This is an optimization exercise on Yosys and OpenROAD, whose aim is a short achievable clock period and few clock cycles, not a production implementation. In this exercise RTL edits were held to simulation tests only and were not proved equivalent to the original. Power figures rest on the tool's default switching activity, not on a simulated workload.

## flow/design.v

```verilog
module fbm (
    input  wire        clk,
    input  wire        rst,         
    input  wire        cmd_valid,
    output wire        cmd_ready,
    input  wire [63:0] cmd_word,
    output reg         st_fault,
    output reg         st_more,
    output reg  [3:0]  st_cause,
    output reg  [63:0] fcmd,
    output reg         tx_valid,
    output reg         tx_win,
    output reg  [31:0] tx_window,   
    output reg  [15:0] tx_data
);
    localparam W    = 32;
    localparam H    = 32;
    localparam BW   = 4;
    localparam BH   = 4;
    localparam NB   = 16;
    localparam NPIX = 1024;
    localparam ROWB = 8 * W;        
    localparam [3:0] S_IDLE  = 4'd0,
                     S_EXEC  = 4'd1,
                     S_LINE  = 4'd2,
                     S_SCAN  = 4'd3,
                     S_WIN   = 4'd4,
                     S_DATA  = 4'd5,
                     S_BDONE = 4'd6,
                     S_FWIN  = 4'd7,
                     S_FDATA = 4'd8,
                     S_FCLR  = 4'd9;
    localparam [7:0] OP_CLEAR     = 8'h10,
                     OP_SETPIX    = 8'h11,
                     OP_CLRPIX    = 8'h12,
                     OP_SETBLKCOL = 8'h13,
                     OP_PUTPIX    = 8'h20,
                     OP_PUTLINE   = 8'h21,
                     OP_CLRBLK    = 8'h25,
                     OP_SCROLLV   = 8'h30,
                     OP_SELFLUSH  = 8'h40,
                     OP_FULLFLUSH = 8'h41;
    reg [3:0]      state;
    reg [63:0]     cw;              
    reg [NPIX-1:0] bm;              
    reg [8*NB-1:0] attr;            
    reg [4:0]         lx, lx1;
    reg [4:0]         ly, ly1;
    reg               lsx, lsy;     
    reg signed [11:0] ldx, ldy, lerr;
    reg [3:0]  blk;                 
    reg [5:0]  pix;                 
    reg [11:0] sent;                
    reg [9:0]  fpix;                
    assign cmd_ready = (state == S_IDLE);
    wire [7:0] op    = cw[63:56];
    wire [2:0] paper = cw[54:52];
    wire [2:0] ink   = cw[50:48];
    wire signed [11:0] fa = cw[11:0];
    wire signed [11:0] fb = cw[23:12];
    wire signed [11:0] fc = cw[35:24];
    wire signed [11:0] fd = cw[47:36];
    wire [11:0] max_blocks = cw[11:0];
    reg legal;
    always @* begin
        case (op)
            OP_CLEAR:                legal = (cw[55:0] & 56'h88FFFFFFFFFFFF) == 56'd0;
            OP_SETPIX, OP_CLRPIX,
            OP_CLRBLK, OP_SCROLLV:   legal = cw[55:24] == 32'd0;
            OP_SETBLKCOL, OP_PUTPIX: legal = (cw[55:24] & 32'h88FFFFFF) == 32'd0;
            OP_PUTLINE:              legal = cw[55:48] == 8'd0;
            OP_SELFLUSH:             legal = cw[55:12] == 44'd0;
            OP_FULLFLUSH:            legal = cw[55:0] == 56'd0;
            default:                 legal = 1'b0;
        endcase
    end
    wire pix_ok  = (fa >= 0) && (fa < W)  && (fb >= 0) && (fb < H);
    wire blk_ok  = (fa >= 0) && (fa < BW) && (fb >= 0) && (fb < BH);
    wire end_ok  = (fc >= 0) && (fc < W)  && (fd >= 0) && (fd < H);
    wire zone_ok = (fa >= 0) && (fa < fb) && (fb <= BH);
    wire [2:0] zt = fa[2:0];        
    wire [2:0] zb = fb[2:0];
    wire [9:0] cmd_pidx = {fb[4:0], fa[4:0]};           
    wire [3:0] cmd_pblk = {fb[4:3], fa[4:3]};           
    wire [3:0] cmd_bblk = {fb[1:0], fa[1:0]};           
    wire signed [11:0] ddx = fc - fa;
    wire signed [11:0] ddy = fd - fb;
    wire signed [11:0] adx = ddx[11] ? -ddx : ddx;
    wire signed [11:0] ady = ddy[11] ? -ddy : ddy;
    wire signed [11:0] e2     = lerr <<< 1;
    wire               step_x = (e2 >= ldy);
    wire               step_y = (e2 <= ldx);
    wire [9:0] line_idx = {ly, lx};
    wire [3:0] line_blk = {ly[4:3], lx[4:3]};
    wire       line_end = (lx == lx1) && (ly == ly1);
    wire [9:0] sf_idx  = {blk[3:2], pix[5:3], blk[1:0], pix[2:0]};
    wire [3:0] ff_blk  = {fpix[9:8], fpix[4:3]};
    wire [9:0] rd_idx  = (state == S_FDATA) ? fpix : sf_idx;
    wire [3:0] rd_blk  = (state == S_FDATA) ? ff_blk : blk;
    wire [7:0] rd_attr = attr[rd_blk*8 +: 8];
    wire [2:0] rd_col  = bm[rd_idx] ? rd_attr[2:0] : rd_attr[5:3];
    reg  [15:0] rd_pal;
    always @* begin
        case (rd_col)
            3'd0: rd_pal = 16'h0000;    
            3'd1: rd_pal = 16'h001F;    
            3'd2: rd_pal = 16'hF800;    
            3'd3: rd_pal = 16'hF81F;    
            3'd4: rd_pal = 16'h07E0;    
            3'd5: rd_pal = 16'h07FF;    
            3'd6: rd_pal = 16'hFFE0;    
            default: rd_pal = 16'hFFFF;  
        endcase
    end
    wire blk_dirty = attr[blk*8 + 6];
    wire exec_ok = (state == S_EXEC) && legal;
    reg       px_we, px_val;
    reg [9:0] px_idx;
    reg       at_dirty, at_col;
    reg [3:0] at_blk;
    always @* begin
        px_we    = 1'b0;
        px_val   = 1'b0;
        px_idx   = cmd_pidx;
        at_dirty = 1'b0;
        at_col   = 1'b0;
        at_blk   = cmd_pblk;
        if (state == S_LINE) begin
            px_we    = 1'b1;
            px_val   = 1'b1;
            px_idx   = line_idx;
            at_dirty = 1'b1;
            at_blk   = line_blk;
        end else if (exec_ok) begin
            case (op)
                OP_SETPIX, OP_CLRPIX: begin
                    px_we    = pix_ok;
                    px_val   = (op == OP_SETPIX);
                    at_dirty = pix_ok;
                end
                OP_PUTPIX: begin
                    px_we    = pix_ok;
                    px_val   = 1'b1;
                    at_col   = pix_ok;
                end
                OP_SETBLKCOL: begin
                    at_col   = blk_ok;
                    at_blk   = cmd_bblk;
                end
                OP_CLRBLK: begin
                    at_dirty = blk_ok;
                    at_blk   = cmd_bblk;
                end
                default: ;
            endcase
        end
    end
    wire do_clear  = exec_ok && (op == OP_CLEAR);
    wire do_clrblk = exec_ok && (op == OP_CLRBLK) && blk_ok;
    wire do_scroll = exec_ok && (op == OP_SCROLLV) && zone_ok;
    always @(posedge clk) begin
        if (rst) begin
            state     <= S_IDLE;
            cw        <= 64'd0;
            st_fault  <= 1'b0;
            st_more   <= 1'b0;
            st_cause  <= 4'd0;
            fcmd      <= 64'd0;
            tx_valid  <= 1'b0;
            tx_win    <= 1'b0;
            tx_window <= 32'd0;
            tx_data   <= 16'd0;
        end else begin
            tx_valid <= 1'b0;
            case (state)
                S_IDLE: begin
                    if (cmd_valid && !st_fault) begin
                        cw    <= cmd_word;
                        state <= S_EXEC;
                    end
                end
                S_EXEC: begin
                    state <= S_IDLE;
                    if (!legal) begin
                        st_fault <= 1'b1;
                        st_cause <= 4'd1;
                        fcmd     <= cw;
                    end else if (op == OP_SCROLLV && !zone_ok) begin
                        st_fault <= 1'b1;
                        st_cause <= 4'd2;
                        fcmd     <= cw;
                    end else if (op == OP_PUTLINE) begin
                        if (pix_ok && end_ok) state <= S_LINE;
                    end else if (op == OP_SELFLUSH) begin
                        if (max_blocks == 12'd0) st_more <= 1'b1;
                        else                     state   <= S_SCAN;
                    end else if (op == OP_FULLFLUSH) begin
                        state <= S_FWIN;
                    end
                end
                S_LINE: begin
                    if (line_end) state <= S_IDLE;
                end
                S_SCAN: begin
                    if (blk_dirty) begin
                        state <= S_WIN;
                    end else if (blk == 4'd15) begin
                        st_more <= 1'b0;
                        state   <= S_IDLE;
                    end
                end
                S_WIN: begin
                    tx_valid  <= 1'b1;
                    tx_win    <= 1'b1;
                    tx_window <= {3'b000, blk[1:0], 3'b000, 3'b000, blk[1:0], 3'b111,
                                  3'b000, blk[3:2], 3'b000, 3'b000, blk[3:2], 3'b111};
                    state     <= S_DATA;
                end
                S_DATA: begin
                    tx_valid <= 1'b1;
                    tx_win   <= 1'b0;
                    tx_data  <= rd_pal;
                    if (pix == 6'd63) state <= S_BDONE;
                end
                S_BDONE: begin
                    if (sent + 12'd1 == max_blocks) begin
                        st_more <= 1'b1;
                        state   <= S_IDLE;
                    end else if (blk == 4'd15) begin
                        st_more <= 1'b0;
                        state   <= S_IDLE;
                    end else begin
                        state   <= S_SCAN;
                    end
                end
                S_FWIN: begin
                    tx_valid  <= 1'b1;
                    tx_win    <= 1'b1;
                    tx_window <= {8'd0, 8'd31, 8'd0, 8'd31};
                    state     <= S_FDATA;
                end
                S_FDATA: begin
                    tx_valid <= 1'b1;
                    tx_win   <= 1'b0;
                    tx_data  <= rd_pal;
                    if (fpix == 10'd1023) state <= S_FCLR;
                end
                S_FCLR: begin
                    state <= S_IDLE;
                end
                default: state <= S_IDLE;
            endcase
        end
    end
    always @(posedge clk) begin
        case (state)
            S_EXEC: begin
                lx   <= fa[4:0];
                ly   <= fb[4:0];
                lx1  <= fc[4:0];
                ly1  <= fd[4:0];
                lsx  <= (fa < fc);
                lsy  <= (fb < fd);
                ldx  <= adx;
                ldy  <= -ady;
                lerr <= adx - ady;
                blk  <= 4'd0;
                pix  <= 6'd0;
                sent <= 12'd0;
                fpix <= 10'd0;
            end
            S_LINE: begin
                if (step_x) lx <= lsx ? lx + 5'd1 : lx - 5'd1;
                if (step_y) ly <= lsy ? ly + 5'd1 : ly - 5'd1;
                lerr <= lerr + (step_x ? ldy : 12'sd0) + (step_y ? ldx : 12'sd0);
            end
            S_SCAN: begin
                if (!blk_dirty && blk != 4'd15) blk <= blk + 4'd1;
            end
            S_DATA: begin
                pix <= pix + 6'd1;
            end
            S_BDONE: begin
                sent <= sent + 12'd1;
                blk  <= blk + 4'd1;
            end
            S_FDATA: begin
                fpix <= fpix + 10'd1;
            end
            default: ;
        endcase
    end
    integer i, r;
    always @(posedge clk) begin
        if (do_clear) begin
            bm <= {NPIX{1'b0}};
        end else if (do_clrblk) begin
            for (r = 0; r < 8; r = r + 1)
                bm[{fb[1:0], r[2:0], fa[1:0], 3'b000} +: 8] <= 8'h00;
        end else if (do_scroll) begin
            for (r = 0; r < BH; r = r + 1) begin
                if (r >= zt && r + 1 < zb)
                    bm[r*ROWB +: ROWB] <= bm[(r+1)*ROWB +: ROWB];
                else if (r + 1 == {29'd0, zb})
                    bm[r*ROWB +: ROWB] <= {ROWB{1'b0}};
            end
        end else if (px_we) begin
            bm[px_idx] <= px_val;
        end
        if (do_clear) begin
            for (i = 0; i < NB; i = i + 1)
                attr[i*8 +: 8] <= {2'b01, paper, ink};
        end else if (do_scroll) begin
            for (i = 0; i < NB; i = i + 1) begin
                if (i / BW >= zt && i / BW < zb) begin
                    if (i + BW < NB)
                        attr[i*8 +: 8] <= attr[(i+BW)*8 +: 8] | 8'h40;
                    else
                        attr[i*8 +: 8] <= attr[i*8 +: 8] | 8'h40;
                end
            end
        end else if (at_col) begin
            attr[at_blk*8 +: 7] <= {1'b1, paper, ink};
        end else if (at_dirty) begin
            attr[at_blk*8 + 6] <= 1'b1;
        end else if (state == S_BDONE) begin
            attr[blk*8 + 6] <= 1'b0;
        end else if (state == S_FCLR) begin
            for (i = 0; i < NB; i = i + 1)
                attr[i*8 + 6] <= 1'b0;
        end
    end
endmodule
```

## flow/run.sh

```bash
#!/bin/bash
# synth_recipe.tcl (not shown) runs the flow's synth.tcl, then flattens the netlist and writes it again
# the make line also repeats each setting of config.mk as NAME=value (left out here)
make -C /OpenROAD-flow-scripts/flow DESIGN_CONFIG=/design/flow/config.mk WORK_HOME=/design/flow/orfs CLKGATE_MAP_FILE= SYNTH_SCRIPT=/design/flow/synth_recipe.tcl finish
```

## flow/config.mk

```make
export PLATFORM = sky130hd
export DESIGN_NAME = fbm
export DESIGN_NICKNAME = fbm
export VERILOG_FILES = /design/flow/design.v
export SDC_FILE = /design/flow/constraint.sdc
export NUM_CORES = 4
export LEC_CHECK = 0
export CAP_MARGIN = 40
export CORE_MARGIN = 2
export CORE_UTILIZATION = 25
export PLACE_DENSITY = 0.45
export SLEW_MARGIN = 50
```

## flow/constraint.sdc

```tcl
create_clock -name core_clock -period 8.0 [get_ports {clk}]
set_input_delay 1.6000 -clock core_clock [delete_from_list [all_inputs] [get_ports {clk}]]
set_output_delay 1.6000 -clock core_clock [all_outputs]
set_load 0.01 [all_outputs]
```

==> summary.txt <==
## path summary, 6_finish.rpt
path                               start       end  slack (ns)  cells past startpoint
worst min-delay path            fcmd[35]  fcmd[35]        0.45                      2
worst max register to register  state[1]   bm[429]        1.58                     14
worst min register to register  fcmd[35]  fcmd[35]        0.45                      2
worst max-delay path            state[1]   bm[429]        1.58                     14
## synth_stat cells (all sizes together) (33+ instances only)
master / count
a211oi: 47
a21o: 37
a21oi: 2035
a221oi: 35
a22o: 346
a22oi: 231
a311oi: 47
a31oi: 327
a32oi: 51
and2: 55
and3: 57
buf: 352
clkbuf: 854
dfxtp: 1190
edfxtp: 185
ha: 110
inv: 118
mux2: 33
mux2i: 227
nand2: 2543
nand3: 394
nand4: 72
nor2: 694
nor2b: 34
nor3: 148
nor4: 38
o21ai: 1312
o22ai: 39
o31ai: 40
xnor2: 77
xor2: 44
## where the power goes
| part | leakage, nW | internal, W | switching, W |
|---|---|---|---|
| clock | 2.90 | 0.00484 | 0.00356 |
| combinational | 18.6 | 0.00194 | 0.00499 |
| sequential | 11.1 | 0.00727 | 0.000181 |
| total | 32.6 | 0.0141 | 0.00873 |
## cell families (layout without fill, tap and decap cells)
| kind of cell | count (synthesis) | count (layout) | synth area share (%) |
|---|---|---|---|
| AO/OA/AOI/OAI | 4756 | 4756 | 32.4 |
| multiplexers | 281 | 281 | 3.64 |
| AND/OR/NAND/NOR | 4148 | 4148 | 20.3 |
| flip-flops | 1375 | 1375 | 34.2 |
| other | 1 | 39 | 0.00436 |
| adder cells (fa/ha/maj) | 126 | 126 | 1.97 |
| XOR/XNOR | 122 | 122 | 1.27 |
| buffers and inverters | 1324 | 1037 | 6.26 |
## worst max-delay path, stage by stage, from the launching register on
cell and delay (ns):
dfxtp_1 0.62, nor4b_4 0.50, buf_4 0.53, mux2i_1 0.59, nand3_1 0.45, o31ai_1 0.77, o211ai_1 0.26, buf_4 0.31
nor2_4 0.58, buf_4 0.39, nand2_1 0.54, nor2_1 0.34, o21bai_1 0.10, a221oi_1 0.27, nor2_1 0.06
## sequential cells by signal, summed over array words and instances (netlist names), 6 cells and up
register and cells:
fpix 10, lerr 11, fcmd 64, ldx 12, bm 1024, cw 64, ldy 12, attr 112
tx_window 9, sent 12, pix 6
## final cells by class
class | instances | area, um^2
fillers | 37400 | 242000
multi-input cells | 9453 | 53000
flip-flops and latches | 1375 | 29400
repair buffers | 602 | 6320
well taps | 4557 | 5700
clock buffers | 280 | 5480
inverters | 118 | 443
clock inverters | 37 | 350
diodes | 19 | 47.5
## placed cells by master, fill, tap and decap left out, types with 182 or more instances in the layout
cell type,n
a22oi_1,228
mux2i_1,215
a21oi_1,2015
a22o_1,345
nor2_1,642
o21ai_0,1260
a31oi_1,321
nand3_1,391
nand2_1,2518
clkbuf_16,182
edfxtp_1,185
dfxtp_1,1189
buf_4,297
## routing by layer
layer	track usage, %	routed length [um]	vias to the layer above
met5	0	499	-
li1	-	-	42700
met3	8.76	61100	1519
met4	15.4	32100	44
met2	39.0	203000	6335
met1	36.3	205000	47600
## through the flow
step,hold slack [ns],std cells,total power [W]
2_1_floorplan,0.431,12200,0.0113
3_3_place_gp,0.438,16000,0.0141
3_5_place_dp,0.444,16100,0.0142
4_1_cts,0.456,16400,0.0226
5_1_grt,0.470,16400,0.0234
6_report,0.453,16400,0.0228
==> flow_metrics.tcl <==
set metrics [dict create \
    status "timing/DRC/antenna clean" \
    dp_slack_ns 1.97 \
    initial_core_util_pct 25.1 \
    cts_resized 0 \
    synth_area_leaders "dfxtp_1, a21oi_1, nand2_1" \
    grt_max_degree 109 \
    cp-start-kind "flip-flop" \
    critPathKind "reg2reg" \
    wirelength_mm 501 \
    postPlaceCellArea_um2 94400 \
    cts_tree "done" \
    cp_data_required_time_ns 8.79 \
    ys_types 99 \
    final_cell_area_um2 101000 \
    synthFlopType "dfxtp_1" \
    portBuffers 167 \
    die_height_um 590 \
    drc 0 \
    hold_viol 0 \
    cts_hold_buf 0 \
    critPathArrivalTime_ns 7.22 \
    drt.antenna.violating_nets 0 \
    overflow 0 \
    synthToLayoutAreaGrowth_pct 17.1 \
    clkTransAtPathRegs_ns 0.06 \
    yosysTopAreaCell "dfxtp_1" \
    post-cts-setup-buffer-count 0 \
    drt_first_iter_violations 14100 \
    async_flop_share_pct 0 \
    dieArea_um2 348000 \
    cp_max_fo 36 \
    wl_per_cell_um 30.5 \
    antenna_found_initial 35 \
    fin_util_pct 29.4 \
    fmax_ghz 0.156 \
    fp.coreArea_um2 342000 \
    cts.sinks 1375 \
    cp-end-kind "flip-flop" \
    nNetsFinal 11900 \
    setup_ws_ns 1.58 \
    grt_pass1_wl_mm 704 \
    first_pass_iters 8 \
    power.density_nw_per_um2 226 \
    gp_congestion 0.983 \
    synth_edf_count 185 \
    rsz0062_at_grt "false" \
    skew_ns 0.110 \
    ir_drop_v 0.000272 \
    die_w_um 590 \
    ios 188 \
    grt.total_usage_pct 27.4 \
    yosys_register_bits 1375 \
    ys_warn_count 2 \
    avgSynthCellArea_um2 7.08 \
    hp-class "reg2reg" \
    relSlewSlack_pct 41.8 \
    fin_setup_tns_ns 0 \
    cts_buffers 180 \
    netlist_instances 12100 \
    vias_per_cell 5.97 \
    vias 98200 \
    worst_pin_slew_ns 0.872 \
    fp-row-count 215 \
    fin_crit_sh_pct 80.3 \
    maxCapViolations 0 \
    hpwl_mm 314 \
    clk_latency_ns 0.94 \
    yosysSeqAreaShare_pct 34.2 \
    htree_num_levels 4 \
    first_global_vias 90100 \
    drive_gt1_share_pct 9.09 \
    synthesis.area_um2 85900 \
    setup-violations-final 0 \
    synth_top_area_share_pct 27.7 \
    p_leak_nw 32.6 \
    cts-root-buf "clkbuf_16" \
    period_minus_slack_ns 6.42 \
    clock_path_buffers 4 \
    drv_slew 0 \
]
Testbench counts, summed over its fixed seeds: cycles 158,229.

-- static timing again, ports no longer ideal --
Ports are ideal in the flow. The routed layout listed here was re-timed in OpenROAD.
Step 1, drivers: a clkbuf_16 drives clk and a buf_2 each remaining input, both assumed.
Step 2 times the ports against the registers' clock, not the clock port: input delays grow and output delays shrink by t, the midpoint of the rising clock arrivals with the driver on.
Slacks: no drivers / after step 1 / after step 2; pairs: no drivers / after step 1.
shift t [ns]: 0.996
slack for setup (ns): 1.576 / 1.576 / 1.576
worst slew at a driven data input, ns: 0.08
After both steps setup and hold are still met in this run. For this run, drivers alone change the setup slack by 0.000 ns; drivers and shift together by 0.000 ns.
